What follows belongs to an exercise in optimizing a design on an open flow for small area, a short achievable clock period and few clock cycles per item; a production flow would make more cautious choices.
Only simulation tests tie the RTL to the original design; equivalence was not proved.
Power figures rest on the tool's default switching activity, not on a simulated workload.

$ cat flow/flow/abc_area.script
strash
&get -n
&fraig -x
&put
scorr
dc2
strash
&get -n
&dch -f
&nf -R 1000
&put
topo
buffer -c
dnsize -c
$ cat flow/constraint.sdc
create_clock -name core_clock -period 5.0 [get_ports {clk}]
set_input_delay 1.0000 -clock core_clock [delete_from_list [all_inputs] [get_ports {clk}]]
set_output_delay 1.0000 -clock core_clock [all_outputs]
set_load 0.01 [all_outputs]
$ cat flow/design.v
module emu_cpu (
    input  wire        clk,
    input  wire        rst,
    input  wire        tick,
    input  wire        warm,
    output reg         busy,
    output reg         done,
    output reg         mem_re,
    output reg         mem_we,
    output wire [15:0] mem_addr,
    output wire [7:0]  mem_wdata,
    input  wire [7:0]  mem_rdata,
    output wire [15:0] pc,
    output reg  [7:0]  a,
    output wire [7:0]  p,
    output reg         halted,
    output wire [31:0] total_cycles
);
    localparam [15:0] BOOT_PC      = 16'h8000;
    localparam [15:0] RESET_VECTOR = 16'hFFFC;
    localparam [1:0] E_OP  = 2'd0,
                     E_IMM = 2'd1,
                     E_LO  = 2'd2,
                     E_HI  = 2'd3;
    reg [15:0] f;
    reg [7:0]  hi;
    reg [7:0]  lo;
    reg        run;         
    reg        fin;         
    reg [1:0]  e;
    reg        is_jmp;      
    reg        is_sta;      
    reg        wflag;       
    reg        arr_q;       
    reg        ea_q;        
    reg        data_q;      
    reg        match_q;     
    reg [2:0]  pend;        
    reg [10:0] frame;
    reg        exh;         
    reg [7:0]  tlo;         
    reg [23:0] thi;         
    reg        tc_q;        
    reg        zf, nf;
    assign mem_addr     = f;
    assign pc           = f;
    assign p            = {nf, 5'b00000, zf, 1'b0};
    assign mem_wdata    = a;
    assign total_cycles = {thi, tlo};
    wire arr     = arr_q & ~match_q;
    wire arr_op  = arr & (e == E_OP);
    wire arr_imm = arr & (e == E_IMM);
    wire arr_lo  = arr & (e == E_LO);
    wire arr_hi  = arr & (e == E_HI);
    wire stop    = arr_op & exh;
    wire exec    = arr_op & ~exh;
    wire jmp_hi  = arr_hi & is_jmp;
    wire ea_hi   = arr_hi & ~is_jmp;
    wire stream  = run & ~ea_q & ~stop & ~jmp_hi;
    wire [7:0] d = mem_rdata;
    wire op_imm  = (d == 8'hA9);
    wire op_lda  = (d == 8'hAD);
    wire op_sta  = (d == 8'h8D);
    wire op_jmp  = (d == 8'h4C);
    wire op_nop  = (d == 8'hEA);
    wire op_brk  = (d == 8'h00);
    reg [2:0] cost;
    always @(*) begin
        cost = 3'd0;
        if (op_imm | op_nop) cost = 3'd2;
        if (op_lda | op_sta) cost = 3'd4;
        if (op_jmp)          cost = 3'd3;
        if (op_brk)          cost = 3'd7;
    end
    reg ge_a, ge_b;
    always @(*) begin
        case (pend)
            3'd2:    begin ge_a = (frame >= 11'd1362); ge_b = (frame >= 11'd1360); end
            3'd3:    begin ge_a = (frame >= 11'd1361); ge_b = (frame >= 11'd1359); end
            3'd4:    begin ge_a = (frame >= 11'd1360); ge_b = (frame >= 11'd1358); end
            3'd7:    begin ge_a = (frame >= 11'd1357); ge_b = (frame >= 11'd1355); end
            default: begin ge_a = (frame >= 11'd1364); ge_b = (frame >= 11'd1362); end
        endcase
    end
    wire exh_nx = halted | (exec & op_brk) | ge_a | (exec & op_nop & ge_b);
    wire [8:0] tlo_nx = {1'b0, tlo} + {6'd0, pend};
    wire [15:0] inc = (ea_q ? {hi, lo} : f) + 16'd1;
    wire end_op  = run & (stop | (jmp_hi & wflag));
    always @(posedge clk) begin
        if (rst) begin
            run          <= 1'b0;
            fin          <= 1'b0;
            busy         <= 1'b0;
            done         <= 1'b0;
            mem_we       <= 1'b0;
            f            <= BOOT_PC;
            a            <= 8'h00;
            zf           <= 1'b0;
            nf           <= 1'b0;
            halted       <= 1'b0;
            tlo          <= 8'd0;
            thi          <= 24'd0;
            tc_q         <= 1'b0;
            arr_q        <= 1'b0;
            ea_q         <= 1'b0;
            data_q       <= 1'b0;
            pend         <= 3'd0;
        end else begin
            done         <= 1'b0;
            fin          <= 1'b0;
            frame        <= frame + {8'd0, pend};
            exh          <= exh_nx;
            tlo          <= tlo_nx[7:0];
            tc_q         <= tlo_nx[8];
            thi          <= thi + {23'd0, tc_q};
            pend         <= exec ? cost : 3'd0;
            arr_q        <= stream & ~end_op;
            ea_q         <= run & ea_hi;
            mem_we       <= run & ea_hi & is_sta;
            mem_re       <= ~(run & ea_hi & is_sta);
            data_q       <= ea_q & ~is_sta;
            match_q      <= ea_hi & is_sta & ({d, lo} == f);
            if (stream) begin
                hi <= f[15:8];
                lo <= f[7:0];
            end
            if (arr_lo)
                lo <= d;
            if (run) begin
                if (stop | (ea_q & match_q))
                    f <= {hi, lo};
                else if (arr_hi)
                    f <= {d, lo};
                else
                    f <= inc;
            end
            if (arr_imm | data_q) begin
                a  <= d;
                zf <= (d == 8'h00);
                nf <= d[7];
            end
            if (exec) begin
                if (op_imm)
                    e <= E_IMM;
                if (op_lda | op_sta | op_jmp)
                    e <= E_LO;
                is_jmp <= op_jmp;
                is_sta <= op_sta;
                if (op_brk)
                    halted <= 1'b1;
            end
            if (arr_imm)
                e <= E_OP;
            if (arr_lo)
                e <= E_HI;
            if (arr_hi)
                e <= E_OP;
            if (!busy) begin
                if (tick) begin
                    frame  <= 11'd0;
                    exh    <= 1'b0;
                    e      <= E_OP;
                    wflag  <= 1'b0;
                    busy   <= 1'b1;
                    if (halted)
                        fin <= 1'b1;
                    else
                        run <= 1'b1;
                end else if (warm) begin
                    f      <= RESET_VECTOR;
                    e      <= E_LO;
                    is_jmp <= 1'b1;
                    wflag  <= 1'b1;
                    busy   <= 1'b1;
                    run    <= 1'b1;
                end
            end
            if (end_op) begin
                run <= 1'b0;
                fin <= 1'b1;
            end
            if (fin) begin
                busy <= 1'b0;
                done <= 1'b1;
            end
        end
    end
endmodule
$ cat flow/flow/run.sh
#!/bin/bash
# Standard layout, with every port buffered by sky130_fd_sc_hd__buf_1 and
# ABC's area script (used with ABC_AREA 1) replaced by flow/abc_area.script.
set -euo pipefail
W=$PWD
rm -rf "$W/scripts_mod"
cp -r "$FLOW_HOME/scripts" "$W/scripts_mod"
cp "$W/flow/abc_area.script" "$W/scripts_mod/abc_area.script"
bash standard.sh SCRIPTS_DIR="$W/scripts_mod" BUFFER_PORTS_ARGS="-buffer_cell sky130_fd_sc_hd__buf_1" finish > standard.log 2>&1
$ cat flow/standard.sh
#!/bin/bash
# synth_recipe.tcl (not shown) runs the flow's synth.tcl, then flattens the netlist and writes it again
# the make line also repeats each setting of config.mk as NAME=value (left out here)
make -C /OpenROAD-flow-scripts/flow DESIGN_CONFIG=/design/flow/config.mk WORK_HOME=/design/flow/orfs CLKGATE_MAP_FILE= SYNTH_SCRIPT=/design/flow/synth_recipe.tcl "${@:-finish}"
$ cat flow/config.mk
export PLATFORM = sky130hd
export DESIGN_NAME = emu_cpu
export DESIGN_NICKNAME = emu_cpu
export VERILOG_FILES = /design/flow/design.v
export SDC_FILE = /design/flow/constraint.sdc
export NUM_CORES = 4
export LEC_CHECK = 0
export ABC_AREA = 1
export CAP_MARGIN = 20
export CORE_MARGIN = 2
export CORE_UTILIZATION = 40
export PLACE_DENSITY = 0.6
export SETUP_SLACK_MARGIN = 2.9
export SLEW_MARGIN = 20
==> results.txt, run 1 <==
run status=complete, no violations; Hold Crit Class=flip-flop to flip-flop; prevailing post-synth register cell=sky130_fd_sc_hd__dfxtp_1; kind of end point of the critical path=flip-flop; max capacitance violation total=0; CTS hold repair buffers=0; max-slew violation total from the final report=0; Max transition margin=51.33%; net switching power=0.0005212 W; power density cells=272.3 nW/um2; drt pass-1 iters=4; H-tree level count=3; Comb power frac=12.7%; fillcell total=1,240; largest fanout of any net on the critical path=13; Core Area=13,240 um2; cell count after synthesis=622; Final GP Congestion=0.8866; cell-internal power=0.001397 W; number of antenna violations at the first check in global routing=0; cell type contributing the most total cell area after synthesis=sky130_fd_sc_hd__dfxtp_1; Inserted Clock Buffers=9; TritonCTS clock tree=yes; HPWL reported at the end of detailed placement=10.00 mm; largest net degree at the start of global routing=60; mean instance size in the synthesized netlist=8.728 um2; Reg power frac=50.5%; remaining routing DRC violations=0; # clock sinks=105; remaining number of nets flagged by the antenna check after routing=0; Post-Syn Area=5429 um2; total negative setup slack=0 ns; boundary pin count=105; switch share=27.17%; total number of nets in the final design=761; setup repair after global routing missed its margin=true; final routed wirelength across all metal layers=15.11 mm; cell types occupying the most area after synthesis=sky130_fd_sc_hd__dfxtp_1 26%, sky130_fd_sc_hd__edfxtp_1 19%, sky130_fd_sc_hd__a21oi_1 5.8%; height of the die=120.5 um; leakage power summed over all cells=2.580 nW; share of cells above drive strength 1=24.50%; CP startpoint kind=flip-flop; clock latency reported for the late side of the worst-skew pair=0.36 ns; critical path type=flip-flop to flip-flop; synthesis-to-layout area growth=29.78%; clock tree skew after final layout=0.01018 ns; vias in the first global route=4,606; Period Utilization, post-route=51.93%; Overall Global Routing Usage=20.70%; total count of hold-check failures in the final report=0; transition time at the pin with the least slew margin=0.7098 ns; deepest clock path buffer count=2; Fmax achieved=385.1 MHz; sequential element share of the synthesized area=45.17%; share of flip-flops with an asynchronous set or reset=0%; number of flops mapped to enable cells by yosys=35; clock network fraction of design power=36.8%; initial drt markers=276; area of the die=14,520 um2; # placed instances=849; number of distinct library cells after synthesis=52; horizontal extent of the die=120.5 um; aggregate global routing overflow=0; Synth Register Bits=105; clock input transition at the sequential cells of the worst setup and hold paths=0.07 ns; CP arrival=2.82 ns; Cell Count, Final, Fillers Out=919; list of most frequent post-synthesis cells=70 x sky130_fd_sc_hd__dfxtp_1, 63 x sky130_fd_sc_hd__a21oi_1, 53 x sky130_fd_sc_hd__nor2_1; endpoints failing setup=0; top-count cell post-synth=sky130_fd_sc_hd__dfxtp_1; average via count per standard cell=5.486; buffers added on ports=98; starting density of the core=41.00%; CTS Root Buffer Type=sky130_fd_sc_hd__clkbuf_16; global-route wire length before repair=23.92 mm; standard-cell row count=42; routed vias=5,042; post-layout min period=2.597 ns; Warnings, synthesis=1; endpoint required time on the critical path=5.22 ns; Wirelength per Cell=16.44 um; share of Yosys cell area claimed by the top area cell type=25.81%; worst-case vdd ir drop=0.0001483 V; diodes inserted=0
-- final timing paths --
| check | start | endpoint | slack (ns) | cells past startpoint |
|---|---|---|---|---|
| worst min-delay path | fin | busy | 0.42 | 1 |
| worst max-delay path | ea_q | f[15] | 2.40 | 11 |
| worst min register to register | fin | busy | 0.42 | 1 |
| worst max register to register | ea_q | f[15] | 2.40 | 11 |
-- registers in the layout, indices dropped and copies added (netlist names), 2 cells and up --
register / count
thi: 24
a: 7
frame: 11
tlo: 8
f: 16
hi: 8
lo: 8
pend: 3
e: 2
-- placed cells by master (no fill, tap or decap), drive strengths merged, types with 4 or more instances in the layout --
cell type / count
conb: 6
nor2b: 15
clkbuf: 13
buf: 155
dfxtp: 70
nor4: 8
nand2b: 5
a31oi: 7
nand4: 6
and3: 23
a21oi: 63
xnor2: 8
o22ai: 6
o21ai: 46
inv: 28
or2: 4
nand2: 47
a21o: 8
edfxtp: 35
xor2: 6
o21a: 5
ha: 9
o211ai: 7
a211oi: 7
mux2i: 12
nor2: 53
a221oi: 4
nand3: 10
nor3: 40
-- metrics by stage --
step	total power, W	worst slack, ns	hold WS [ns]	utilization, %	area [um2]
6_report	0.001919	2.403	0.4197	53.20	7046
5_1_grt	0.001993	2.267	0.4409	53.20	7046
4_1_cts	0.001922	2.437	0.4214	51.39	6805
3_5_place_dp	0.001206	1.991	0.4102	45.49	6025
3_3_place_gp	0.001203	2.076	0.4034	45.49	6025
2_1_floorplan	0.001153	2.626	0.3895	-	5796
-- routing by layer --
metal | up-vias | part of all wire, % | wire (um) | track usage, %
met5 | - | 0 | 0 | 0
met4 | 0 | 1.7 | 259 | 7.631
met3 | 18 | 4.3 | 645 | 2.642
met2 | 152 | 48 | 7301 | 32.49
met1 | 2421 | 46 | 6900 | 29.23
li1 | 2451 | - | - | -
-- cell families after synthesis --
family	count (synthesis)	synth area share [%]
XOR/XNOR	14	2.259
AND/OR/NAND/NOR	229	21.07
buffers and inverters	83	8.089
other	1	0.06907
flip-flops	105	45.17
multiplexers	14	2.627
adder cells (fa/ha/maj)	11	2.812
AO/OA/AOI/OAI	165	17.91
-- worst max-delay path, stage by stage (launching register included) --
cell and delay, ns:
sky130_fd_sc_hd__dfxtp_4 0.35, sky130_fd_sc_hd__buf_12 0.15, sky130_fd_sc_hd__mux2i_4 0.20, sky130_fd_sc_hd__nor4_4 0.32
sky130_fd_sc_hd__nand3_2 0.15, sky130_fd_sc_hd__or3_4 0.42, sky130_fd_sc_hd__nor4b_4 0.26, sky130_fd_sc_hd__nand2_1 0.10
sky130_fd_sc_hd__xnor2_1 0.16, sky130_fd_sc_hd__a21oi_1 0.08, sky130_fd_sc_hd__o21ai_1 0.15, sky130_fd_sc_hd__o211ai_1 0.11
-- layout make-up --
class	count	area [um2]	area share, %
inverters	27	127.6	1.811
flip-flops and latches	105	2469	35.04
repair buffers	156	872.1	12.38
clock inverters	4	31.28	0.4440
multi-input cells	439	3058	43.40
clock buffers	12	267.8	3.800
well taps	176	220.2	3.126
-- power by group through the flow --
stage | logic (W) | clock network [W] | registers [W]
floorplan | 0.000173 | 0 | 0.000980
global placement | 0.000218 | 0 | 0.000984
detailed placement | 0.000221 | 0 | 0.000986
CTS | 0.000235 | 0.000721 | 0.000966
global route | 0.000266 | 0.000754 | 0.000974
finish | 0.000244 | 0.000707 | 0.000968
-- repair_timing --
action                                  4_1_cts  5_1_grt
endpoints found under the setup margin       38       46
setup buffers                                40       14
resized for setup                            56       32
pin swaps                                    20       24
gates cloned                                  0        0
Testbench counts, summed over its fixed seeds: cycles 128,529, ticks 80.
==> run 2, diff against run 1 <==
--- a/flow/design.v
+++ b/flow/design.v
@@ -37,6 +37,5 @@
     reg        match_q;     
     reg [2:0]  pend;        
-    reg [10:0] frame;
-    reg        exh;         
+    reg [11:0] frame;       
     reg [7:0]  tlo;         
     reg [23:0] thi;         
@@ -53,4 +52,5 @@
     wire arr_lo  = arr & (e == E_LO);
     wire arr_hi  = arr & (e == E_HI);
+    wire exh     = halted | frame[11] | (pend[1] & (&frame[10:1]));
     wire stop    = arr_op & exh;
     wire exec    = arr_op & ~exh;
@@ -73,17 +73,6 @@
         if (op_brk)          cost = 3'd7;
     end
-    reg ge_a, ge_b;
-    always @(*) begin
-        case (pend)
-            3'd2:    begin ge_a = (frame >= 11'd1362); ge_b = (frame >= 11'd1360); end
-            3'd3:    begin ge_a = (frame >= 11'd1361); ge_b = (frame >= 11'd1359); end
-            3'd4:    begin ge_a = (frame >= 11'd1360); ge_b = (frame >= 11'd1358); end
-            3'd7:    begin ge_a = (frame >= 11'd1357); ge_b = (frame >= 11'd1355); end
-            default: begin ge_a = (frame >= 11'd1364); ge_b = (frame >= 11'd1362); end
-        endcase
-    end
-    wire exh_nx = halted | (exec & op_brk) | ge_a | (exec & op_nop & ge_b);
     wire [8:0] tlo_nx = {1'b0, tlo} + {6'd0, pend};
-    wire [15:0] inc = (ea_q ? {hi, lo} : f) + 16'd1;
+    wire [15:0] inc = (ea_q ? {hi, lo} : f) + {15'd0, ~(ea_q & match_q)};
     wire end_op  = run & (stop | (jmp_hi & wflag));
     always @(posedge clk) begin
@@ -109,6 +98,5 @@
             done         <= 1'b0;
             fin          <= 1'b0;
-            frame        <= frame + {8'd0, pend};
-            exh          <= exh_nx;
+            frame        <= frame + {9'd0, pend};
             tlo          <= tlo_nx[7:0];
             tc_q         <= tlo_nx[8];
@@ -121,12 +109,8 @@
             data_q       <= ea_q & ~is_sta;
             match_q      <= ea_hi & is_sta & ({d, lo} == f);
-            if (stream) begin
-                hi <= f[15:8];
-                lo <= f[7:0];
-            end
-            if (arr_lo)
-                lo <= d;
+            hi           <= f[15:8];
+            lo           <= arr_lo ? d : f[7:0];
             if (run) begin
-                if (stop | (ea_q & match_q))
+                if (stop)
                     f <= {hi, lo};
                 else if (arr_hi)
@@ -158,6 +142,5 @@
             if (!busy) begin
                 if (tick) begin
-                    frame  <= 11'd0;
-                    exh    <= 1'b0;
+                    frame  <= 12'd684;
                     e      <= E_OP;
                     wflag  <= 1'b0;
==> flow/flow/run.sh (replaced) <==
#!/bin/bash
# Standard layout, with every port buffered by sky130_fd_sc_hd__buf_1.
set -euo pipefail
bash standard.sh BUFFER_PORTS_ARGS="-buffer_cell sky130_fd_sc_hd__buf_1" finish > standard.log 2>&1
removed: flow/flow/abc_area.script
==> run 2 against run 1 <==
Final area fell by 6.6%. Still clean on timing, DRC and antenna. Clock skew fell by 0.0046 ns. Combinational power fell by about 20%.
==> results.txt, run 2 <==
Warnings, synthesis=1 (unchanged); remaining number of nets flagged by the antenna check after routing=0 (unchanged); r2r startpoint=thi[0] (was ea_q); Largest regs=thi (24), f (16), frame (12) (was thi (24), f (16), frame (11)); CP arrival=1.03 ns (was 2.82 ns); cells traversed along the worst timing path=buf_1 (was buf_12 -> mux2i_4 -> nor4_4 -> nand3_2 -> or3_4 -> nor4b_4 -> nand2_1 -> xnor2_1 -> a21oi_1 -> o21ai_1 -> o211ai_1); number of antenna violations at the first check in global routing=0 (unchanged); Cell Count, Final, Fillers Out=1,019 (was 919); Wirelength per Cell=14.67 um (was 16.44 um); aggregate global routing overflow=0 (unchanged); Overall Global Routing Usage=19.98% (was 20.70%); horizontal extent of the die=123.6 um (was 120.5 um); setup repair after global routing missed its margin=true (unchanged); number of cells on the worst reg-to-reg path=11 (unchanged); cell types occupying the most area after synthesis=sky130_fd_sc_hd__dfxtp_1 24%, sky130_fd_sc_hd__edfxtp_1 18%, sky130_fd_sc_hd__nand2_1 9.6% (was sky130_fd_sc_hd__dfxtp_1 26%, sky130_fd_sc_hd__edfxtp_1 19%, sky130_fd_sc_hd__a21oi_1 5.8%); leading cell type in the layout, fill and taps excluded=sky130_fd_sc_hd__nand2_1 (was sky130_fd_sc_hd__buf_1); Core Area=13,930 um2 (was 13,240 um2); list of most frequent post-synthesis cells=147 x sky130_fd_sc_hd__nand2_1, 99 x sky130_fd_sc_hd__inv_1, 72 x sky130_fd_sc_hd__nor2_1 (was 70 x sky130_fd_sc_hd__dfxtp_1, 63 x sky130_fd_sc_hd__a21oi_1, 53 x sky130_fd_sc_hd__nor2_1); largest net degree at the start of global routing=56 (was 60); endpoints failing setup=0 (unchanged); critical path's largest stage delay=0.49 ns (was 0.42 ns); CTS Root Buffer Type=sky130_fd_sc_hd__clkbuf_16 (unchanged); initial drt markers=460 (was 276); HPWL reported at the end of detailed placement=10.36 mm (was 10.00 mm); boundary pin count=105 (unchanged); Worst Setup Slack, final=2.965 ns (was 2.403 ns); share of cells above drive strength 1=11.08% (was 24.50%); post-route design area=6583 um2 (was 7046 um2); number of flops mapped to enable cells by yosys=35 (unchanged); global-route wire length before repair=23.52 mm (was 23.92 mm); post-layout min period=2.035 ns (was 2.597 ns); delay-heaviest family, CP=flip-flops (was simple AND/OR/NAND/NOR gates); transition time at the pin with the least slew margin=0.7602 ns (was 0.7098 ns); cell depth of the worst min-delay path=1 (unchanged); top-count cell post-synth=sky130_fd_sc_hd__nand2_1 (was sky130_fd_sc_hd__dfxtp_1); CP startpoint kind=flip-flop (unchanged); total count of hold-check failures in the final report=0 (unchanged); launch point of the worst hold path=fin (unchanged); worst path buffer plus inverter count=1 (unchanged); number of distinct library cells after synthesis=43 (was 52); cell type contributing the most total cell area after synthesis=sky130_fd_sc_hd__dfxtp_1 (unchanged); height of the die=123.6 um (was 120.5 um); commonest non-fill, non-tap cells in the layout=143 x sky130_fd_sc_hd__nand2_1, 95 x sky130_fd_sc_hd__inv_1, 94 x sky130_fd_sc_hd__buf_1 (was 89 x sky130_fd_sc_hd__buf_1, 61 x sky130_fd_sc_hd__dfxtp_1, 55 x sky130_fd_sc_hd__a21oi_1, 55 x sky130_fd_sc_hd__buf_4, 46 x sky130_fd_sc_hd__nor2_1); remaining routing DRC violations=0 (unchanged); kind of end point of the critical path=primary output (was flip-flop); drt pass-1 iters=5 (was 4); clock tree skew after final layout=0.005542 ns (was 0.01018 ns); Post-Syn Area=5725 um2 (was 5429 um2); leakage power summed over all cells=2.623 nW (was 2.580 nW); vias in the first global route=4,653 (was 4,606); area of the die=15,290 um2 (was 14,520 um2); synthesis-to-layout area growth=14.97% (was 29.78%); max-slew violation total from the final report=0 (unchanged); Inserted Clock Buffers=9 (unchanged); critical path type=flip-flop to primary output (was flip-flop to flip-flop); routed vias=5,173 (was 5,042); mean instance size in the synthesized netlist=7.624 um2 (was 8.728 um2); H-tree level count=3 (unchanged); buffers added on ports=98 (unchanged); Final GP Congestion=0.9460 (was 0.8866); total negative setup slack=0 ns (unchanged); Max transition margin=49.25% (was 51.33%); average via count per standard cell=5.077 (was 5.486); standard-cell row count=43 (was 42); diodes inserted=0 (unchanged); endpoint required time on the critical path=4.00 ns (was 5.22 ns); fillcell total=1,407 (was 1,240); max capacitance violation total=0 (unchanged); clock input transition at the sequential cells of the worst setup and hold paths=0.07 ns (about the same); total number of nets in the final design=858 (was 761); # clock sinks=105 (unchanged); worst-case vdd ir drop=0.0001340 V (was 0.0001483 V); share of Yosys cell area claimed by the top area cell type=24.48% (was 25.81%); largest fanout of any net on the critical path=7 (was 13); final routed wirelength across all metal layers=14.95 mm (was 15.11 mm); pre-CTS worst setup slack=2.355 ns (was 1.991 ns); deepest clock path buffer count=2 (unchanged); prevailing post-synth register cell=sky130_fd_sc_hd__dfxtp_1 (unchanged); placed cell area=5993 um2 (was 6025 um2); Period Utilization, post-route=40.69% (was 51.93%); largest register by flop count=thi (unchanged); clock latency reported for the late side of the worst-skew pair=0.36 ns (about the same); Crit path depth=1 (was 11); TritonCTS clock tree=yes (unchanged); Hold Crit Class=flip-flop to flip-flop (unchanged); run status=complete, no violations (unchanged); cell count after synthesis=751 (was 622); Fmax achieved=491.5 MHz (was 385.1 MHz); sequential element share of the synthesized area=42.83% (was 45.17%); share of flip-flops with an asynchronous set or reset=0% (unchanged); flip-flop count of the largest register, all copies and words added=24 (unchanged); CP startpoint=f[10] (was ea_q); cell with the biggest individual delay on the critical path=sky130_fd_sc_hd__dfxtp_1 (was sky130_fd_sc_hd__or3_4); Synth Register Bits=105 (unchanged); starting density of the core=41.09% (was 41.00%); # placed instances=982 (was 849); power density cells=281.1 nW/um2 (was 272.3 nW/um2)
## run 2: changes by cell type in the layout (fill, tap and decap cells not counted), moves of 9 or more
cell | before | now
sky130_fd_sc_hd__buf_4 | 55 | 20
sky130_fd_sc_hd__nand2_1 | 43 | 143
sky130_fd_sc_hd__nand4_1 | 6 | 15
sky130_fd_sc_hd__nand3_1 | 6 | 26
sky130_fd_sc_hd__and3_4 | 15 | 0
sky130_fd_sc_hd__o21ai_0 | 39 | 57
sky130_fd_sc_hd__inv_1 | 22 | 95
sky130_fd_sc_hd__nor2b_1 | 14 | 0
sky130_fd_sc_hd__nor3_1 | 31 | 11
sky130_fd_sc_hd__nor2_1 | 46 | 70
## run 2: final timing paths
path,slack [ns],endpoint
setup / recovery,2.97,pc[10]
hold reg to reg,0.43,busy
hold / removal,0.43,busy
setup reg to reg,3.02,thi[20]
## run 2: cell families (layout without fill, tap and decap cells)
family	count (synthesis)	in the layout	share of synthesized area, %
AOI/OAI and AO/OA	154	154	14.77
xor gates and xnor gates	15	15	2.295
adders and majority gates	12	12	2.885
buffers and inverters	152	235	12.65
DFF	105	105	42.83
other	1	6	0.06550
and+or+nand+nor	312	312	24.50
## run 2: power by group
part / switching, W / total, W / internal, W / leakage, nW
Combinational: 0.000132 / 0.000195 / 0.0000634 / 1.57
Sequential: 0.0000404 / 0.000957 / 0.000917 / 0.911
Clock: 0.000349 / 0.000698 / 0.000349 / 0.144
## run 2: per-stage QoR
step	total power, W	utilization, %	hold WS, ns
global route	0.001932	47.24	0.4744
floorplan	0.001111	-	0.3936
CTS	0.001861	45.66	0.4340
detailed placement	0.001162	43.01	0.4136
finish	0.001851	47.24	0.4293
global placement	0.001162	43.01	0.4221
## run 2: timing repair
action / 4_1_cts / 5_1_grt
hold endpoints to repair: 0 / 0
pin swaps: 1 / 10
hold buffers: 0 / 0
endpoints found under the setup margin: 21 / 30
setup buffers: 7 / 14
resized for setup: 12 / 34
## run 2: area by class of cell
cell class,instances,area (um2),share of cell area (%)
Multi-Input combinational cell,499,2680,40.71
Inverter,99,381.6,5.797
Tap cell,180,225.2,3.421
Clock buffer,9,225.2,3.421
Timing Repair Buffer,120,545.5,8.287
Sequential cell,105,2464,37.43
Clock inverter,7,61.31,0.9314
## run 2: layer usage
layer | vias up | share of wire, % | routed length (um) | global-route usage (%)
met2 | 179 | 45 | 6732 | 30.15
li1 | 2611 | - | - | -
met3 | 30 | 6.1 | 911 | 4.212
met5 | - | 0 | 0 | 0
met1 | 2353 | 46 | 6920 | 27.67
met4 | 0 | 2.6 | 388 | 8.665
Testbench counts of run 2, summed over its fixed seeds: cycles 128,529, ticks 80.
==> run 3, diff against run 2 <==
--- a/flow/config.mk
+++ b/flow/config.mk
@@ -10,4 +10,5 @@
 export CORE_MARGIN = 2
 export CORE_UTILIZATION = 40
+export CTS_BUF_LIST = sky130_fd_sc_hd__clkbuf_8
 export PLACE_DENSITY = 0.6
 export SETUP_SLACK_MARGIN = 2.9
==> run 3 against run 2 <==
Still clean. Die area did not move. Area after synthesis did not move. Synthesized cell count did not move. Combinational power barely moved. Routed wire length rose by 0.27%.
==> results.txt, run 3 <==
remaining number of nets flagged by the antenna check after routing=0 (unchanged); Synth Register Bits=105 (unchanged); routed vias=5,212 (was 5,173); clock latency reported for the late side of the worst-skew pair=0.40 ns (was 0.36 ns); max capacitance violation total=0 (unchanged); Inserted Clock Buffers=9 (unchanged); r2r startpoint=ea_q (was thi[0]); area of the die=15,290 um2 (unchanged); global-route wire length before repair=23.34 mm (was 23.52 mm); share of Yosys cell area claimed by the top area cell type=24.48% (unchanged); total area of sequential cells=2471 um2 (was 2464 um2); number of distinct library cells after synthesis=43 (unchanged); leading cell type in the layout, fill and taps excluded=sky130_fd_sc_hd__nand2_1 (unchanged); pre-CTS worst setup slack=2.355 ns (unchanged); prevailing post-synth register cell=sky130_fd_sc_hd__dfxtp_1 (unchanged); largest net degree at the start of global routing=56 (unchanged); height of the die=123.6 um (unchanged); Core Area=13,930 um2 (unchanged); number of cells on the worst reg-to-reg path=14 (was 11); final core area utilization=46.44% (was 47.24%); cell with the biggest individual delay on the critical path=sky130_fd_sc_hd__dfxtp_2 (was sky130_fd_sc_hd__dfxtp_1); sequential element share of the synthesized area=42.83% (unchanged); share of cells above drive strength 1=11.67% (was 11.08%); final routed wirelength across all metal layers=14.99 mm (was 14.95 mm); hold worst-path end=busy (unchanged); max-slew violation total from the final report=0 (unchanged); area of combinational cells with multiple inputs=2663 um2 (was 2680 um2); Hold Crit Class=flip-flop to flip-flop (unchanged); largest fanout of any net on the critical path=7 (unchanged); total count of hold-check failures in the final report=0 (unchanged); diodes inserted=0 (unchanged); post-layout min period=2.033 ns (was 2.035 ns); worst path buffer plus inverter count=1 (unchanged); multiplexer fraction of the synthesized cell area=0% (unchanged); cell type contributing the most total cell area after synthesis=sky130_fd_sc_hd__dfxtp_1 (unchanged); flip-flop count of the largest register, all copies and words added=24 (unchanged); Max transition margin=48.74% (was 49.25%); total negative setup slack=0 ns (unchanged); kind of end point of the critical path=primary output (unchanged); endpoint required time on the critical path=4.00 ns (about the same); transition time at the pin with the least slew margin=0.7678 ns (was 0.7602 ns); highest routed layer=met4 (unchanged); drt pass-1 iters=5 (unchanged); CTS Root Buffer Type=sky130_fd_sc_hd__clkbuf_8 (was sky130_fd_sc_hd__clkbuf_16); average via count per standard cell=5.110 (was 5.077); Post-Syn Area=5725 um2 (unchanged); standard-cell row count=43 (unchanged); cell types occupying the most area after synthesis=sky130_fd_sc_hd__dfxtp_1 24%, sky130_fd_sc_hd__edfxtp_1 18%, sky130_fd_sc_hd__nand2_1 9.6% (unchanged); buffers added on ports=98 (unchanged); placed cell area=5993 um2 (unchanged); Final GP Congestion=0.9460 (unchanged); CP startpoint=f[15] (was f[10]); Crit Reg-Reg Endpoint=f[13] (was thi[20]); total number of nets in the final design=859 (was 858); combinational family with the most area after synthesis=simple AND/OR/NAND/NOR gates (unchanged); launch point of the worst hold path=fin (unchanged); # placed instances=982 (unchanged); Met2 Wirelength=6.778 mm (was 6.732 mm); HPWL reported at the end of detailed placement=10.36 mm (unchanged); number of flops mapped to enable cells by yosys=35 (unchanged); Fmax achieved=491.9 MHz (was 491.5 MHz); critical path's largest stage delay=0.46 ns (was 0.49 ns); CP startpoint kind=flip-flop (unchanged); cell depth of the worst min-delay path=1 (unchanged); horizontal extent of the die=123.6 um (unchanged); cells traversed along the worst timing path=buf_1 (unchanged); TritonCTS clock tree=yes (unchanged); Period Utilization, post-route=40.66% (was 40.69%); leakage power summed over all cells=2.550 nW (was 2.623 nW); power density cells=259.1 nW/um2 (was 281.1 nW/um2); fillcell total=1,429 (was 1,407); aggregate global routing overflow=0 (unchanged); share of flip-flops with an asynchronous set or reset=0% (unchanged); Wirelength per Cell=14.70 um (was 14.67 um); deepest clock path buffer count=2 (unchanged); H-tree level count=3 (unchanged); detailed route wirelength on metal3=976 um (was 911 um); boundary pin count=105 (unchanged); largest register by flop count=thi (unchanged); commonest non-fill, non-tap cells in the layout=143 x sky130_fd_sc_hd__nand2_1, 95 x sky130_fd_sc_hd__inv_1, 95 x sky130_fd_sc_hd__buf_1 (was 143 x sky130_fd_sc_hd__nand2_1, 95 x sky130_fd_sc_hd__inv_1, 94 x sky130_fd_sc_hd__buf_1); Cell Count, Final, Fillers Out=1,020 (was 1,019); endpoints failing setup=0 (unchanged); synthesis-to-layout area growth=13.02% (was 14.97%); list of most frequent post-synthesis cells=147 x sky130_fd_sc_hd__nand2_1, 99 x sky130_fd_sc_hd__inv_1, 72 x sky130_fd_sc_hd__nor2_1 (unchanged); Worst Setup Slack, final=2.967 ns (was 2.965 ns); share of synthesized cell area in full adder, half adder and majority cells=2.885% (unchanged); worst-case vdd ir drop=0.0001302 V (was 0.0001340 V); Overall Global Routing Usage=19.84% (was 19.98%); clock tree skew after final layout=0.01169 ns (was 0.005542 ns); CP arrival=1.03 ns (about the same); cell count after synthesis=751 (unchanged); vias in the first global route=4,614 (was 4,653); sum of routed wire segments on met1=6.897 mm (was 6.920 mm); top-count cell post-synth=sky130_fd_sc_hd__nand2_1 (unchanged); remaining routing DRC violations=0 (unchanged); mean instance size in the synthesized netlist=7.624 um2 (unchanged); Warnings, synthesis=1 (unchanged); post-synthesis simple-gate area fraction=24.50% (unchanged); starting density of the core=41.09% (unchanged); CTS hold repair buffers=0 (unchanged); # clock sinks=105 (unchanged); clock input transition at the sequential cells of the worst setup and hold paths=0.11 ns (was 0.07 ns); worst setup slack for register-to-register paths=2.98 ns (was 3.02 ns); delay-heaviest family, CP=flip-flops (unchanged); run status=complete, no violations (unchanged); xor/xnor cell area share of the yosys netlist=2.295% (unchanged); critical path type=flip-flop to primary output (unchanged); area fraction in compound gates after synthesis=14.77% (unchanged); post-route design area=6471 um2 (was 6583 um2); initial drt markers=436 (was 460); setup repair after global routing missed its margin=true (unchanged); Largest regs=thi (24), f (16), frame (12) (unchanged); number of antenna violations at the first check in global routing=0 (unchanged)
## run 3: cell counts after synthesis
Identical to the previous run, type by type.
## run 3: per-layer routing
layer,GRT usage [%],vias to the layer above
met5,0,-
met4,7.599,0
met3,4.487,22
met2,29.98,192
met1,27.64,2386
li1,-,2612
## run 3: worst max path at each step
stage                     endpoint  depth (start not counted)  slack (ns)
final                       pc[15]                          1        2.97
after detailed placement      f[7]                          9        2.36
after global placement        f[7]                          9        2.45
after CTS                    f[10]                         13        2.90
after global routing         f[13]                         14        2.84
after floorplan               e[0]                          2        2.97
## run 3: cell type report
| class | count | share of cell area, % |
|---|---|---|
| well taps | 180 | 3.480 |
| clock buffers | 9 | 1.914 |
| multi-input cells | 499 | 41.14 |
| clock inverters | 7 | 0.9474 |
| repair inverters | 1 | 0.07734 |
| inverters | 99 | 5.955 |
| flip-flops and latches | 105 | 38.19 |
| repair buffers | 120 | 8.295 |
## run 3: where the power goes
| part | switching (W) | internal, W | total [W] |
|---|---|---|---|
| combinational | 0.000133 | 0.0000644 | 0.000198 |
| clock | 0.000330 | 0.000192 | 0.000521 |
| sequential | 0.0000401 | 0.000918 | 0.000958 |
## run 3: kinds of logic after synthesis
logic type,count (synthesis)
buffers and inverters,152
XOR/XNOR,15
flip-flops,105
AND/OR/NAND/NOR,312
adder cells (fa/ha/maj),12
other,1
AO/OA/AOI/OAI,154
## run 3: stage by stage
stage                     hold WS [ns]  power, W
after floorplan                 0.3936  0.001111
after detailed placement        0.4136  0.001162
final                           0.4329  0.001677
after global placement          0.4221  0.001162
after global routing            0.4806  0.001753
after CTS                       0.4389  0.001685
## run 3: repair_timing
action | CTS | global route
gates resized for setup | 14 | 32
pin swaps | 1 | 6
buffers inserted | 7 | 14
cloned | 0 | 1
endpoints found under the setup margin | 27 | 33
==> run 4, diff against run 3 <==
--- a/flow/config.mk
+++ b/flow/config.mk
@@ -12,4 +12,4 @@
 export CTS_BUF_LIST = sky130_fd_sc_hd__clkbuf_8
 export PLACE_DENSITY = 0.6
-export SETUP_SLACK_MARGIN = 2.9
+export SETUP_SLACK_MARGIN = 3.0
 export SLEW_MARGIN = 20
==> run 4 against run 3 <==
Worst setup slack gained 0.061 ns. Total power fell by 0.48%. Combinational power increased by 6%. Global-route usage up 0.068 points. Routed wire length increased by 0.77%. Die area stayed put. Area after synthesis unchanged. Cell count up 1.1%. Register-to-register slack improved by 0.07 ns. Flip-flop and latch count unchanged. Fmax rose by 3.1%. Critical path type unchanged. Largest power group unchanged.
==> results.txt, run 4 <==
aggregate global routing overflow=0 (unchanged); height of the die=123.6 um (unchanged); largest net degree at the start of global routing=48 (was 56); transition time at the pin with the least slew margin=0.5801 ns (was 0.7678 ns); final routed wirelength across all metal layers=15.11 mm (was 14.99 mm); Period Utilization, post-route=39.45% (was 40.66%); number of flops mapped to enable cells by yosys=35 (unchanged); Max transition margin=61.20% (was 48.74%); Inserted Clock Buffers=9 (unchanged); initial drt markers=427 (was 436); run status=complete, no violations (unchanged); routed vias=5,221 (was 5,212); met2 usage=30.87% (was 29.98%); HPWL reported at the end of detailed placement=10.28 mm (was 10.36 mm); clock tree skew after final layout=0.01612 ns (was 0.01169 ns); vias in the first global route=4,613 (was 4,614); worst-case vdd ir drop=0.0001470 V (was 0.0001302 V); cell count after synthesis=751 (unchanged); fillcell total=1,409 (was 1,429); leakage power summed over all cells=2.713 nW (was 2.550 nW); CP arrival=0.97 ns (was 1.03 ns); area of the die=15,290 um2 (unchanged); Warnings, synthesis=1 (unchanged); Fmax achieved=507.0 MHz (was 491.9 MHz); clock latency reported for the late side of the worst-skew pair=0.39 ns (was 0.40 ns); cell with the biggest individual delay on the critical path=sky130_fd_sc_hd__dfxtp_4 (was sky130_fd_sc_hd__dfxtp_2); clock input transition at the sequential cells of the worst setup and hold paths=0.11 ns (about the same); share of cells above drive strength 1=19.86% (was 11.67%); global-route wire length before repair=23.45 mm (was 23.34 mm); largest fanout of any net on the critical path=7 (unchanged); number of cells on the worst reg-to-reg path=13 (was 14); total count of hold-check failures in the final report=0 (unchanged); Largest regs=thi (24), f (16), frame (12) (unchanged); hold worst-path end=done (was busy); post-layout min period=1.972 ns (was 2.033 ns); CTS Root Buffer Type=sky130_fd_sc_hd__clkbuf_8 (unchanged); commonest non-fill, non-tap cells in the layout=136 x sky130_fd_sc_hd__nand2_1, 96 x sky130_fd_sc_hd__inv_1, 80 x sky130_fd_sc_hd__buf_1 (was 143 x sky130_fd_sc_hd__nand2_1, 95 x sky130_fd_sc_hd__inv_1, 95 x sky130_fd_sc_hd__buf_1); # clock sinks=105 (unchanged); top-count cell post-synth=sky130_fd_sc_hd__nand2_1 (unchanged); CTS hold repair buffers=0 (unchanged); H-tree level count=3 (unchanged); share of Yosys cell area claimed by the top area cell type=24.48% (unchanged); power density cells=246.0 nW/um2 (was 259.1 nW/um2); leading cell type in the layout, fill and taps excluded=sky130_fd_sc_hd__nand2_1 (unchanged); number of antenna violations at the first check in global routing=0 (unchanged); critical path type=flip-flop to primary output (unchanged); r2r startpoint=ea_q (unchanged); Crit Reg-Reg Endpoint=f[8] (was f[13]); diodes inserted=0 (unchanged); total negative setup slack=0 ns (unchanged); prevailing post-synth register cell=sky130_fd_sc_hd__dfxtp_1 (unchanged); average via count per standard cell=5.064 (was 5.110); Final GP Congestion=0.9204 (was 0.9460); pre-CTS worst setup slack=2.269 ns (was 2.355 ns); starting density of the core=41.09% (unchanged); setup repair after global routing missed its margin=true (unchanged); delay-heaviest family, CP=flip-flops (unchanged); critical path's largest stage delay=0.42 ns (was 0.46 ns); Hold Crit Class=flip-flop to flip-flop (unchanged); cell types occupying the most area after synthesis=sky130_fd_sc_hd__dfxtp_1 24%, sky130_fd_sc_hd__edfxtp_1 18%, sky130_fd_sc_hd__nand2_1 9.6% (unchanged); launch point of the worst hold path=fin (unchanged); worst path buffer plus inverter count=1 (unchanged); cells traversed along the worst timing path=buf_1 (unchanged); sequential element share of the synthesized area=42.83% (unchanged); synthesis-to-layout area growth=18.49% (was 13.02%); largest register by flop count=thi (unchanged); met3 demand-to-capacity share in global routing=4.304% (was 4.487%); endpoints failing setup=0 (unchanged); Core Area=13,930 um2 (unchanged); deepest clock path buffer count=2 (unchanged); max-slew violation total from the final report=0 (unchanged); Synth Register Bits=105 (unchanged); buffers added on ports=98 (unchanged); number of distinct library cells after synthesis=43 (unchanged); Post-Syn Area=5725 um2 (unchanged); Overall Global Routing Usage=19.91% (was 19.84%); boundary pin count=105 (unchanged); horizontal extent of the die=123.6 um (unchanged); mean instance size in the synthesized netlist=7.624 um2 (unchanged); Wirelength per Cell=14.65 um (was 14.70 um); endpoint required time on the critical path=4.00 ns (about the same); max capacitance violation total=0 (unchanged); TritonCTS clock tree=yes (unchanged); kind of end point of the critical path=primary output (unchanged); total number of nets in the final design=870 (was 859); global-route layer with the greatest usage=met2 (unchanged); worst setup slack for register-to-register paths=3.05 ns (was 2.98 ns); cell depth of the worst min-delay path=2 (was 1); share of flip-flops with an asynchronous set or reset=0% (unchanged); list of most frequent post-synthesis cells=147 x sky130_fd_sc_hd__nand2_1, 99 x sky130_fd_sc_hd__inv_1, 72 x sky130_fd_sc_hd__nor2_1 (unchanged); drt pass-1 iters=7 (was 5); GRT met1 Usage=27.76% (was 27.64%); cell type contributing the most total cell area after synthesis=sky130_fd_sc_hd__dfxtp_1 (unchanged); remaining routing DRC violations=0 (unchanged); remaining number of nets flagged by the antenna check after routing=0 (unchanged); Worst Setup Slack, final=3.028 ns (was 2.967 ns); CP startpoint kind=flip-flop (unchanged); standard-cell row count=43 (unchanged); flip-flop count of the largest register, all copies and words added=24 (unchanged)
==> run 4: stage by stage <==
stage	hold slack, ns	cell area, um2	util, %	power, W	instances
finish	0.4356	6784	48.68	0.001669	1031
global route	0.4543	6784	48.68	0.001750	1031
CTS	0.4368	6357	45.62	0.001666	1010
detailed placement	0.4105	6001	43.06	0.001161	983
global placement	0.4209	6001	43.06	0.001162	983
floorplan	0.3936	5748	-	0.001111	756
==> run 4: worst max path at each step <==
| stage | startpoint | to | slack, ns | depth (start not counted) |
|---|---|---|---|---|
| final | f[15] | pc[15] | 3.03 | 1 |
| after CTS | match_q | f[1] | 2.96 | 8 |
| after global routing | thi[0] | thi[20] | 2.93 | 11 |
| after floorplan | mem_rdata[4] | pend[1] | 3.06 | 6 |
| after detailed placement | match_q | f[1] | 2.27 | 8 |
| after global placement | rst | hi[0] | 2.31 | 4 |
==> run 4: what timing repair did <==
action | 4_1_cts | 5_1_grt
endpoints found under the hold margin | 0 | 0
resized for setup | 43 | 90
pin swaps | 3 | 20
gates cloned | 0 | 0
endpoints found under the setup margin | 78 | 97
buffers inserted | 11 | 21
==> run 4: logic make-up (layout without fill, tap and decap cells) <==
kind of cell	Yosys count	after routing	share of synthesized area, %
and+or+nand+nor	312	312	24.50
AOI/OAI and AO/OA	154	154	14.77
buffers and inverters	152	247	12.65
DFF	105	105	42.83
xor gates and xnor gates	15	15	2.295
adders and majority gates	12	12	2.885
other	1	6	0.06550
==> run 4: layer usage <==
| layer | routed length (um) | up-vias |
|---|---|---|
| li1 | - | 2635 |
| met3 | 944 | 25 |
| met5 | 0 | - |
| met1 | 7098 | 2374 |
| met2 | 6725 | 187 |
| met4 | 339 | 0 |
==> run 4: layout make-up <==
class | instances | area, um2 | area share, %
multi-input cells | 499 | 2788 | 41.09
flip-flops and latches | 105 | 2527 | 37.26
repair buffers | 132 | 680.7 | 10.03
inverters | 99 | 387.9 | 5.717
well taps | 180 | 225.2 | 3.320
clock buffers | 9 | 123.9 | 1.826
clock inverters | 7 | 51.30 | 0.7562
==> run 4: power breakdown <==
part | total [W] | leakage (nW) | switching, W | internal, W
registers | 0.000956 | 0.929 | 0.0000394 | 0.000916
logic | 0.000209 | 1.69 | 0.000138 | 0.0000709
clock network | 0.000504 | 0.0971 | 0.000318 | 0.000186
==> run 5, diff against run 4 <==
--- a/flow/config.mk
+++ b/flow/config.mk
@@ -10,5 +10,4 @@
 export CORE_MARGIN = 2
 export CORE_UTILIZATION = 40
-export CTS_BUF_LIST = sky130_fd_sc_hd__clkbuf_8
 export PLACE_DENSITY = 0.6
 export SETUP_SLACK_MARGIN = 3.0
==> run 5 against run 4 <==
Flip-flop and latch count unchanged. Highest routed layer unchanged. Worst hold slack got worse by 0.0054 ns. Sequential power about the same. Count of clock-buffer cells in the layout increased by 1. Still clean. Combinational power decreased by 2%. Largest power group unchanged. Clock power increased by 35%. Area after synthesis unchanged. Fmax increased by 0.23%. Routed wire length decreased by 2.4%. Cell count decreased by 0.87%.
==> results.txt, run 5 <==
list of most frequent post-synthesis cells=147 x sky130_fd_sc_hd__nand2_1, 99 x sky130_fd_sc_hd__inv_1, 72 x sky130_fd_sc_hd__nor2_1 (unchanged); number of antenna violations at the first check in global routing=0 (unchanged); number of distinct library cells after synthesis=43 (unchanged); cells traversed along the worst timing path=buf_4 -> buf_1 (was buf_1); drt pass-1 iters=5 (was 7); largest register by flop count=thi (unchanged); # placed instances=983 (unchanged); endpoint required time on the critical path=4.00 ns (about the same); critical path's largest stage delay=0.36 ns (was 0.42 ns); max-slew violation total from the final report=0 (unchanged); # clock sinks=105 (unchanged); horizontal extent of the die=123.6 um (unchanged); sequential element share of the synthesized area=42.83% (unchanged); Overall Global Routing Usage=19.95% (was 19.91%); prevailing post-synth register cell=sky130_fd_sc_hd__dfxtp_1 (unchanged); clock latency reported for the late side of the worst-skew pair=0.35 ns (was 0.39 ns); number of flops mapped to enable cells by yosys=35 (unchanged); initial drt markers=402 (was 427); final core area utilization=47.98% (was 48.68%); total number of nets in the final design=861 (was 870); power density cells=275.2 nW/um2 (was 246.0 nW/um2); post-route design area=6686 um2 (was 6784 um2); Hold Crit Class=flip-flop to flip-flop (unchanged); Final GP Congestion=0.9204 (unchanged); remaining routing DRC violations=0 (unchanged); commonest non-fill, non-tap cells in the layout=140 x sky130_fd_sc_hd__nand2_1, 93 x sky130_fd_sc_hd__inv_1, 92 x sky130_fd_sc_hd__buf_1 (was 136 x sky130_fd_sc_hd__nand2_1, 96 x sky130_fd_sc_hd__inv_1, 80 x sky130_fd_sc_hd__buf_1); Synth Register Bits=105 (unchanged); Post-Syn Area=5725 um2 (unchanged); transition time at the pin with the least slew margin=0.5864 ns (was 0.5801 ns); cell depth of the worst min-delay path=2 (unchanged); CP startpoint kind=flip-flop (unchanged); clock tree skew after final layout=0.009010 ns (was 0.01612 ns); Inserted Clock Buffers=9 (unchanged); mean instance size in the synthesized netlist=7.624 um2 (unchanged); deepest clock path buffer count=2 (unchanged); endpoints failing setup=0 (unchanged); max capacitance violation total=0 (unchanged); placed cell area=6001 um2 (unchanged); Crit Reg-Reg Endpoint=f[8] (unchanged); aggregate global routing overflow=0 (unchanged); kind of end point of the critical path=primary output (unchanged); global-route wire length before repair=23.45 mm (unchanged); run status=complete, no violations (unchanged); leakage power summed over all cells=2.633 nW (was 2.713 nW); remaining number of nets flagged by the antenna check after routing=0 (unchanged); buffers added on ports=98 (unchanged); post-layout min period=1.968 ns (was 1.972 ns); area of the die=15,290 um2 (unchanged); Max transition margin=60.78% (was 61.20%); setup repair after global routing missed its margin=true (unchanged); critical path type=flip-flop to primary output (unchanged); share of flip-flops with an asynchronous set or reset=0% (unchanged); largest net degree at the start of global routing=48 (unchanged); worst-case vdd ir drop=0.0001668 V (was 0.0001470 V); number of cells on the worst reg-to-reg path=13 (unchanged); top-count cell post-synth=sky130_fd_sc_hd__nand2_1 (unchanged); Fmax achieved=508.2 MHz (was 507.0 MHz); CTS Root Buffer Type=sky130_fd_sc_hd__clkbuf_16 (was sky130_fd_sc_hd__clkbuf_8); average via count per standard cell=5.053 (was 5.064); Warnings, synthesis=1 (unchanged); H-tree level count=3 (unchanged); final routed wirelength across all metal layers=14.74 mm (was 15.11 mm); share of Yosys cell area claimed by the top area cell type=24.48% (unchanged); largest fanout of any net on the critical path=4 (was 7); Period Utilization, post-route=39.36% (was 39.45%); HPWL reported at the end of detailed placement=10.28 mm (unchanged); synthesis-to-layout area growth=16.78% (was 18.49%); CP arrival=0.97 ns (about the same); CP startpoint=f[0] (was f[15]); Largest regs=thi (24), f (16), frame (12) (unchanged); Wirelength per Cell=14.42 um (was 14.65 um); height of the die=123.6 um (unchanged); boundary pin count=105 (unchanged); r2r startpoint=ea_q (unchanged); critical path endpoint=mem_addr[0] (was pc[15]); flip-flop count of the largest register, all copies and words added=24 (unchanged); vias in the first global route=4,608 (was 4,613); standard-cell row count=43 (unchanged); cell types occupying the most area after synthesis=sky130_fd_sc_hd__dfxtp_1 24%, sky130_fd_sc_hd__edfxtp_1 18%, sky130_fd_sc_hd__nand2_1 9.6% (unchanged); cell type contributing the most total cell area after synthesis=sky130_fd_sc_hd__dfxtp_1 (unchanged); clock input transition at the sequential cells of the worst setup and hold paths=0.07 ns (was 0.11 ns); total count of hold-check failures in the final report=0 (unchanged); starting density of the core=41.09% (unchanged); leading cell type in the layout, fill and taps excluded=sky130_fd_sc_hd__nand2_1 (unchanged); share of cells above drive strength 1=14.49% (was 19.86%); TritonCTS clock tree=yes (unchanged); routed vias=5,164 (was 5,221); Core Area=13,930 um2 (unchanged); cell with the biggest individual delay on the critical path=sky130_fd_sc_hd__dfxtp_4 (unchanged); cell count after synthesis=751 (unchanged); total negative setup slack=0 ns (unchanged); diodes inserted=0 (unchanged); Cell Count, Final, Fillers Out=1,022 (was 1,031); worst setup slack for register-to-register paths=3.10 ns (was 3.05 ns)
-- run 5: cell counts after synthesis --
Identical to the previous run, type by type.
-- run 5: logic make-up (layout without fill, tap and decap cells) --
family,Yosys count,after routing,share of synthesized area (%)
xor+xnor,15,15,2.295
compound gates,154,154,14.77
simple gates,312,312,24.50
other cells,1,6,0.06550
flops,105,105,42.83
fa+ha+maj,12,12,2.885
buf+inv,152,238,12.65
-- run 5: power by group --
group / switching, W / total (W) / internal (W)
clock network: 0.000334 / 0.000679 / 0.000345
logic: 0.000136 / 0.000204 / 0.0000682
registers: 0.0000388 / 0.000957 / 0.000918
-- run 5: per-layer routing --
metal	GRT usage, %	share of wire, %	routed length (um)
met2	31.22	45	6648
met1	27.54	48	7002
met4	6.392	1.7	246
met3	4.304	5.7	841
met5	0	0	0
-- run 5: how the worst min path moves through the flow --
stage                     from   end
after floorplan            fin  busy
after global placement     fin  done
after detailed placement   fin  busy
after CTS                  fin  done
after global routing       fin  done
final                      fin  done
-- run 5: what timing repair did --
action,in CTS,in global routing
hold buffers,0,0
pin swaps,3,10
gates resized for setup,32,45
endpoints found under the setup margin,74,59
endpoints found under the hold margin,0,0
buffers inserted,8,15
gates cloned,0,0
-- run 5: layout make-up --
| class | count | area (um2) |
|---|---|---|
| clock inverters | 6 | 47.55 |
| fillers | 1396 | 7248 |
| flip-flops and latches | 105 | 2479 |
| inverters | 99 | 387.9 |
| repair buffers | 123 | 570.5 |
| clock buffers | 10 | 229.0 |
| multi-input cells | 499 | 2748 |
| well taps | 180 | 225.2 |
-- run 5: worst max-delay path, delay by kind of cell (launching register included) --
family / cells / cell delay, ns
flip-flops: 1 / 0.36
buffers and inverters: 2 / 0.25
-- run 5: per-stage QoR --
step | setup WS, ns | total power (W) | hold WS, ns
floorplan | 3.058 | 0.001111 | 0.3936
global placement | 2.307 | 0.001162 | 0.4209
detailed placement | 2.269 | 0.001161 | 0.4105
CTS | 2.979 | 0.001847 | 0.4321
global route | 2.902 | 0.001924 | 0.4488
finish | 3.032 | 0.001840 | 0.4302
==> run 6, diff against run 5 <==
--- a/flow/config.mk
+++ b/flow/config.mk
@@ -10,4 +10,5 @@
 export CORE_MARGIN = 2
 export CORE_UTILIZATION = 40
+export GPL_TIMING_DRIVEN = 1
 export PLACE_DENSITY = 0.6
 export SETUP_SLACK_MARGIN = 3.0
==> run 6 against run 5 <==
Sequential power about the same. Still clean on timing, DRC and antenna. Cell count unchanged. Non-clock buffer count unchanged. Largest power group unchanged. Clock skew unchanged. First-iteration DRC count unchanged. Synthesized cell count unchanged. Via count unchanged. Fmax unchanged. Total power unchanged. Area after synthesis unchanged. Critical path depth unchanged. Worst setup slack unchanged.
==> results.txt, run 6 <==
endpoint required time on the critical path=4.00 ns (about the same); largest register by flop count=thi (unchanged); Overall Global Routing Usage=19.95% (unchanged); max-slew violation total from the final report=0 (unchanged); CP arrival=0.97 ns (about the same); aggregate global routing overflow=0 (unchanged); r2r startpoint=ea_q (unchanged); clock input transition at the sequential cells of the worst setup and hold paths=0.07 ns (about the same); initial drt markers=402 (unchanged); H-tree level count=3 (unchanged); horizontal extent of the die=123.6 um (unchanged); critical path's largest stage delay=0.36 ns (about the same); average via count per standard cell=5.053 (unchanged); largest net degree at the start of global routing=48 (unchanged); drt pass-1 iters=5 (unchanged); multiplexer fraction of the synthesized cell area=0% (unchanged); worst path buffer plus inverter count=2 (unchanged); Final GP Congestion=0.9204 (unchanged); Core Area=13,930 um2 (unchanged); Period Utilization, post-route=39.36% (unchanged); remaining number of nets flagged by the antenna check after routing=0 (unchanged); number of distinct library cells after synthesis=43 (unchanged); combinational family with the most area after synthesis=simple AND/OR/NAND/NOR gates (unchanged); kind of end point of the critical path=primary output (unchanged); xor/xnor cell area share of the yosys netlist=2.295% (unchanged); deepest clock path buffer count=2 (unchanged); top-count cell post-synth=sky130_fd_sc_hd__nand2_1 (unchanged); mean instance size in the synthesized netlist=7.624 um2 (unchanged); Largest regs=thi (24), f (16), frame (12) (unchanged); cell type contributing the most total cell area after synthesis=sky130_fd_sc_hd__dfxtp_1 (unchanged); share of synthesized cell area in full adder, half adder and majority cells=2.885% (unchanged); critical path type=flip-flop to primary output (unchanged); remaining routing DRC violations=0 (unchanged); leakage power summed over all cells=2.633 nW (unchanged); worst-case vdd ir drop=0.0001668 V (unchanged); cell types occupying the most area after synthesis=sky130_fd_sc_hd__dfxtp_1 24%, sky130_fd_sc_hd__edfxtp_1 18%, sky130_fd_sc_hd__nand2_1 9.6% (unchanged); final routed wirelength across all metal layers=14.74 mm (unchanged); # clock sinks=105 (unchanged); share of cells above drive strength 1=14.49% (unchanged); total number of nets in the final design=861 (unchanged); launch point of the worst hold path=fin (unchanged); Fmax achieved=508.2 MHz (unchanged); starting density of the core=41.09% (unchanged); final core area utilization=47.98% (unchanged); sequential element share of the synthesized area=42.83% (unchanged); flip-flop count of the largest register, all copies and words added=24 (unchanged); boundary pin count=105 (unchanged); area fraction in compound gates after synthesis=14.77% (unchanged); CP startpoint=f[0] (unchanged); commonest non-fill, non-tap cells in the layout=140 x sky130_fd_sc_hd__nand2_1, 93 x sky130_fd_sc_hd__inv_1, 92 x sky130_fd_sc_hd__buf_1 (unchanged); standard-cell row count=43 (unchanged); cell count after synthesis=751 (unchanged); area of the die=15,290 um2 (unchanged); share of flip-flops with an asynchronous set or reset=0% (unchanged); post-layout min period=1.968 ns (unchanged); prevailing post-synth register cell=sky130_fd_sc_hd__dfxtp_1 (unchanged); CTS Root Buffer Type=sky130_fd_sc_hd__clkbuf_16 (unchanged); power density cells=275.2 nW/um2 (unchanged); diodes inserted=0 (unchanged); share of Yosys cell area claimed by the top area cell type=24.48% (unchanged); Hold Crit Class=flip-flop to flip-flop (unchanged); buffers added on ports=98 (unchanged); max capacitance violation total=0 (unchanged); TritonCTS clock tree=yes (unchanged); total negative setup slack=0 ns (unchanged); Synth Register Bits=105 (unchanged); Wirelength per Cell=14.42 um (unchanged); cells traversed along the worst timing path=buf_4 -> buf_1 (unchanged); Max transition margin=60.78% (unchanged); number of antenna violations at the first check in global routing=0 (unchanged); delay-heaviest family, CP=flip-flops (unchanged); leading cell type in the layout, fill and taps excluded=sky130_fd_sc_hd__nand2_1 (unchanged); CP startpoint kind=flip-flop (unchanged); Post-Syn Area=5725 um2 (unchanged); global-route wire length before repair=23.45 mm (unchanged); vias in the first global route=4,608 (unchanged); total count of hold-check failures in the final report=0 (unchanged); Warnings, synthesis=1 (unchanged); fillcell total=1,396 (unchanged); cell with the biggest individual delay on the critical path=sky130_fd_sc_hd__dfxtp_4 (unchanged); transition time at the pin with the least slew margin=0.5864 ns (unchanged); clock latency reported for the late side of the worst-skew pair=0.35 ns (about the same); routed vias=5,164 (unchanged); run status=complete, no violations (unchanged); HPWL reported at the end of detailed placement=10.28 mm (unchanged); post-synthesis simple-gate area fraction=24.50% (unchanged); largest fanout of any net on the critical path=4 (unchanged); setup repair after global routing missed its margin=true (unchanged); height of the die=123.6 um (unchanged); Inserted Clock Buffers=9 (unchanged); number of flops mapped to enable cells by yosys=35 (unchanged); endpoints failing setup=0 (unchanged); synthesis-to-layout area growth=16.78% (unchanged); clock tree skew after final layout=0.009010 ns (unchanged); list of most frequent post-synthesis cells=147 x sky130_fd_sc_hd__nand2_1, 99 x sky130_fd_sc_hd__inv_1, 72 x sky130_fd_sc_hd__nor2_1 (unchanged)
run 6: cell counts in the layout (fill, tap and decap cells not counted):
No cell type changed its count.
run 6: worst paths after layout:
kind | to | slack [ns] | cells after the start
worst max-delay path | mem_addr[0] | 3.03 | 2
worst min-delay path | done | 0.43 | 2
worst max register to register | f[8] | 3.10 | 13
worst min register to register | done | 0.43 | 2
run 6: timing repair:
item | CTS | global route
pin swaps | 3 | 10
endpoints found under the setup margin | 74 | 59
buffers inserted | 8 | 15
hold buffers | 0 | 0
resized for setup | 32 | 45
run 6: kinds of logic (layout without fill, tap and decap cells):
kind of cell | count (synthesis) | in the layout
other | 1 | 6
AOI/OAI and AO/OA | 154 | 154
DFF | 105 | 105
and+or+nand+nor | 312 | 312
xor gates and xnor gates | 15 | 15
adders and majority gates | 12 | 12
buffers and inverters | 152 | 238
run 6: routing by layer:
| metal | vias to the layer above | wire length (um) | track usage [%] |
|---|---|---|---|
| met1 | 2354 | 7002 | 27.54 |
| met5 | - | 0 | 0 |
| met3 | 17 | 841 | 4.304 |
| li1 | 2636 | - | - |
| met4 | 0 | 246 | 6.392 |
| met2 | 157 | 6648 | 31.22 |
run 6: worst register-to-register path, cell delays in order (launching register included):
cell and delay [ns]:
sky130_fd_sc_hd__dfxtp_4 0.41, sky130_fd_sc_hd__nand2_1 0.06, sky130_fd_sc_hd__o21ai_1 0.09, sky130_fd_sc_hd__ha_2 0.20, sky130_fd_sc_hd__ha_2 0.20, sky130_fd_sc_hd__nand2_2 0.08, sky130_fd_sc_hd__nor2_4 0.13, sky130_fd_sc_hd__nand2_2 0.11
sky130_fd_sc_hd__or2_0 0.21, sky130_fd_sc_hd__nand3_1 0.06, sky130_fd_sc_hd__nand2_1 0.05, sky130_fd_sc_hd__nand2_1 0.06, sky130_fd_sc_hd__nand2_1 0.04, sky130_fd_sc_hd__a21oi_1 0.13
run 6: where the power goes:
part           internal (W)  switching, W
clock network      0.000345      0.000334
registers          0.000918     0.0000388
logic             0.0000682      0.000136
total               0.00133      0.000509
run 6: per-stage QoR:
step	setup WS, ns	cell area (um2)	instances	power [W]	hold slack, ns
after floorplan	3.058	5748	756	0.001111	0.3936
after global placement	2.307	6001	983	0.001162	0.4209
after detailed placement	2.269	6001	983	0.001161	0.4105
after CTS	2.979	6422	1007	0.001847	0.4321
after global routing	2.902	6686	1022	0.001924	0.4488
final	3.032	6686	1022	0.001840	0.4302
run 6: area by class of cell:
| type | count | area [um2] | area share (%) |
|---|---|---|---|
| timing repair buffer | 123 | 570.5 | 8.533 |
| tap | 180 | 225.2 | 3.368 |
| clock buffer | 10 | 229.0 | 3.424 |
| clock inverter | 6 | 47.55 | 0.7111 |
| sequential | 105 | 2479 | 37.07 |
| multi-input combinational | 499 | 2748 | 41.09 |
| inverter | 99 | 387.9 | 5.801 |
==> run 7, diff against run 6 <==
--- a/flow/config.mk
+++ b/flow/config.mk
@@ -10,6 +10,5 @@
 export CORE_MARGIN = 2
 export CORE_UTILIZATION = 40
-export GPL_TIMING_DRIVEN = 1
-export PLACE_DENSITY = 0.6
+export PLACE_DENSITY = 0.8
 export SETUP_SLACK_MARGIN = 3.0
 export SLEW_MARGIN = 20
==> run 7 against run 6 <==
Still clean. Sequential share of layout area down 0.33 points. Via count up 4.2%. Die area unchanged. Synthesized cell count unchanged. Sequential power about the same. Final area up 1.1%. Count of clock-buffer cells in the layout up 1. Routed wire length up 2.0%. Clock skew down 0.0012 ns. Area after synthesis unchanged. Worst hold slack worse by 0.0028 ns. Critical path type unchanged. Largest power group unchanged. Highest routed layer unchanged.
==> results.txt, run 7 <==
Max transition margin=60.64% (was 60.78%); Worst Setup Slack, final=3.010 ns (was 3.032 ns); Fmax achieved=502.6 MHz (was 508.2 MHz); final routed wirelength across all metal layers=15.03 mm (was 14.74 mm); run status=complete, no violations (unchanged); critical path's largest stage delay=0.38 ns (was 0.36 ns); height of the die=123.6 um (unchanged); mean instance size in the synthesized netlist=7.624 um2 (unchanged); cell with the biggest individual delay on the critical path=sky130_fd_sc_hd__dfxtp_4 (unchanged); endpoint required time on the critical path=4.00 ns (about the same); cell type contributing the most total cell area after synthesis=sky130_fd_sc_hd__dfxtp_1 (unchanged); deepest clock path buffer count=2 (unchanged); leading cell type in the layout, fill and taps excluded=sky130_fd_sc_hd__nand2_1 (unchanged); number of distinct library cells after synthesis=43 (unchanged); Core Area=13,930 um2 (unchanged); HPWL reported at the end of detailed placement=10.10 mm (was 10.28 mm); synthesis-to-layout area growth=18.12% (was 16.78%); CTS hold repair buffers=0 (unchanged); post-layout min period=1.990 ns (was 1.968 ns); total count of hold-check failures in the final report=0 (unchanged); clock input transition at the sequential cells of the worst setup and hold paths=0.07 ns (about the same); routed vias=5,380 (was 5,164); setup repair after global routing missed its margin=true (unchanged); starting density of the core=41.09% (unchanged); total power consumption of the routed design=0.001876 W (was 0.001840 W); Period Utilization, post-route=39.79% (was 39.36%); worst path buffer plus inverter count=2 (unchanged); average via count per standard cell=5.285 (was 5.053); Post-Syn Area=5725 um2 (unchanged); vias in the first global route=4,943 (was 4,608); CTS Root Buffer Type=sky130_fd_sc_hd__clkbuf_16 (unchanged); transition time at the pin with the least slew margin=0.5885 ns (was 0.5864 ns); Wirelength per Cell=14.76 um (was 14.42 um); clock latency reported for the late side of the worst-skew pair=0.35 ns (about the same); drt pass-1 iters=7 (was 5); Largest regs=thi (24), f (16), frame (12) (unchanged); critical path type=flip-flop to primary output (unchanged); largest fanout of any net on the critical path=5 (was 4); cells traversed along the worst timing path=buf_4 -> buf_1 (unchanged); diodes inserted=0 (unchanged); kind of end point of the critical path=primary output (unchanged); horizontal extent of the die=123.6 um (unchanged); max capacitance violation total=0 (unchanged); Synth Register Bits=105 (unchanged); largest net degree at the start of global routing=56 (was 48); final hold slack=0.4274 ns (was 0.4302 ns); CP startpoint kind=flip-flop (unchanged); sequential element share of the synthesized area=42.83% (unchanged); Inserted Clock Buffers=9 (unchanged)
==> run 7: cell count changes in the layout (fill, tap and decap cells not counted), sizes merged <==
cell	before	now
buf	118	111
clkbuf	15	18
clkinv	3	2
clkinvlp	3	4
==> run 7: cell type report <==
type / count / area, um2
clock buffers: 11 / 254.0
clock inverters: 5 / 43.79
fillers: 1329 / 7172
inverters: 99 / 390.4
multi-input cells: 499 / 2806
flip-flops and latches: 105 / 2485
well taps: 180 / 225.2
repair buffers: 118 / 553.0
repair inverters: 1 / 5.005
==> run 7: power breakdown <==
group          switching [W]  leakage (nW)  internal, W
sequential         0.0000384         0.919     0.000918
clock               0.000335         0.148     0.000376
combinational       0.000140          1.60    0.0000690
==> run 7: cell families (layout without fill, tap and decap cells) <==
kind of cell | count (synthesis) | after routing | synth area share [%]
AND/OR/NAND/NOR | 312 | 312 | 24.50
other | 1 | 6 | 0.06550
buffers and inverters | 152 | 234 | 12.65
adder cells (fa/ha/maj) | 12 | 12 | 2.885
XOR/XNOR | 15 | 15 | 2.295
flip-flops | 105 | 105 | 42.83
AO/OA/AOI/OAI | 154 | 154 | 14.77
==> run 7: per-layer routing <==
layer	routed length, um	track usage (%)
met5	0	0
met4	348	7.884
met3	1369	3.984
met2	7112	32.14
met1	6199	25.94
==> run 7: per-stage QoR <==
| stage | std cells | area, um2 | util, % |
|---|---|---|---|
| after floorplan | 756 | 5748 | - |
| after global placement | 982 | 5993 | 43.01 |
| after detailed placement | 982 | 5993 | 43.01 |
| after CTS | 1006 | 6432 | 46.16 |
| after global routing | 1018 | 6763 | 48.53 |
| final | 1018 | 6763 | 48.53 |
==> run 7: worst paths after layout <==
check	startpoint	endpoint	slack [ns]	cells past startpoint
max	f[0]	pc[0]	3.01	2
min	fin	busy	0.43	1
max reg2reg	ea_q	f[8]	3.06	13
min reg2reg	fin	busy	0.43	1
==> run 7: timing repair <==
action	CTS	global route
cloned	0	1
pin swaps	3	15
gates resized for setup	27	72
endpoints found under the setup margin	95	66
setup buffers	8	11

## port drivers added, routing unchanged
No port has a modelled driver above. Below, the same layouts with a new extraction and two added sets of constraints. Step 1 sets driving cells, clkbuf_16 on the clock port and buf_2 on the other inputs (assumed; they add their load-dependent delay and slew). Step 2, shift: input delay + t, output delay - t, t = (earliest + latest rising clock arrival at the registers) / 2. This alone moves slack from input paths to output paths. Slacks: no drivers / after step 1 / after step 2; pairs: no drivers / after step 1.
| run | t, ns | setup slack, ns |
|---|---|---|
| run 1 | 0.391 | 2.403 / 2.403 / 2.371 |
| run 2 | 0.396 | 2.965 / 2.922 / 2.645 |
| run 3 | 0.431 | 2.967 / 2.929 / 2.610 |
| run 4 | 0.414 | 3.028 / 2.994 / 2.689 |
| run 5 | 0.389 | 3.032 / 2.993 / 2.709 |
| run 6 | 0.389 | 3.032 / 2.993 / 2.709 |
| run 7 | 0.387 | 3.010 / 2.968 / 2.687 |
After both steps every run listed still meets setup and hold.
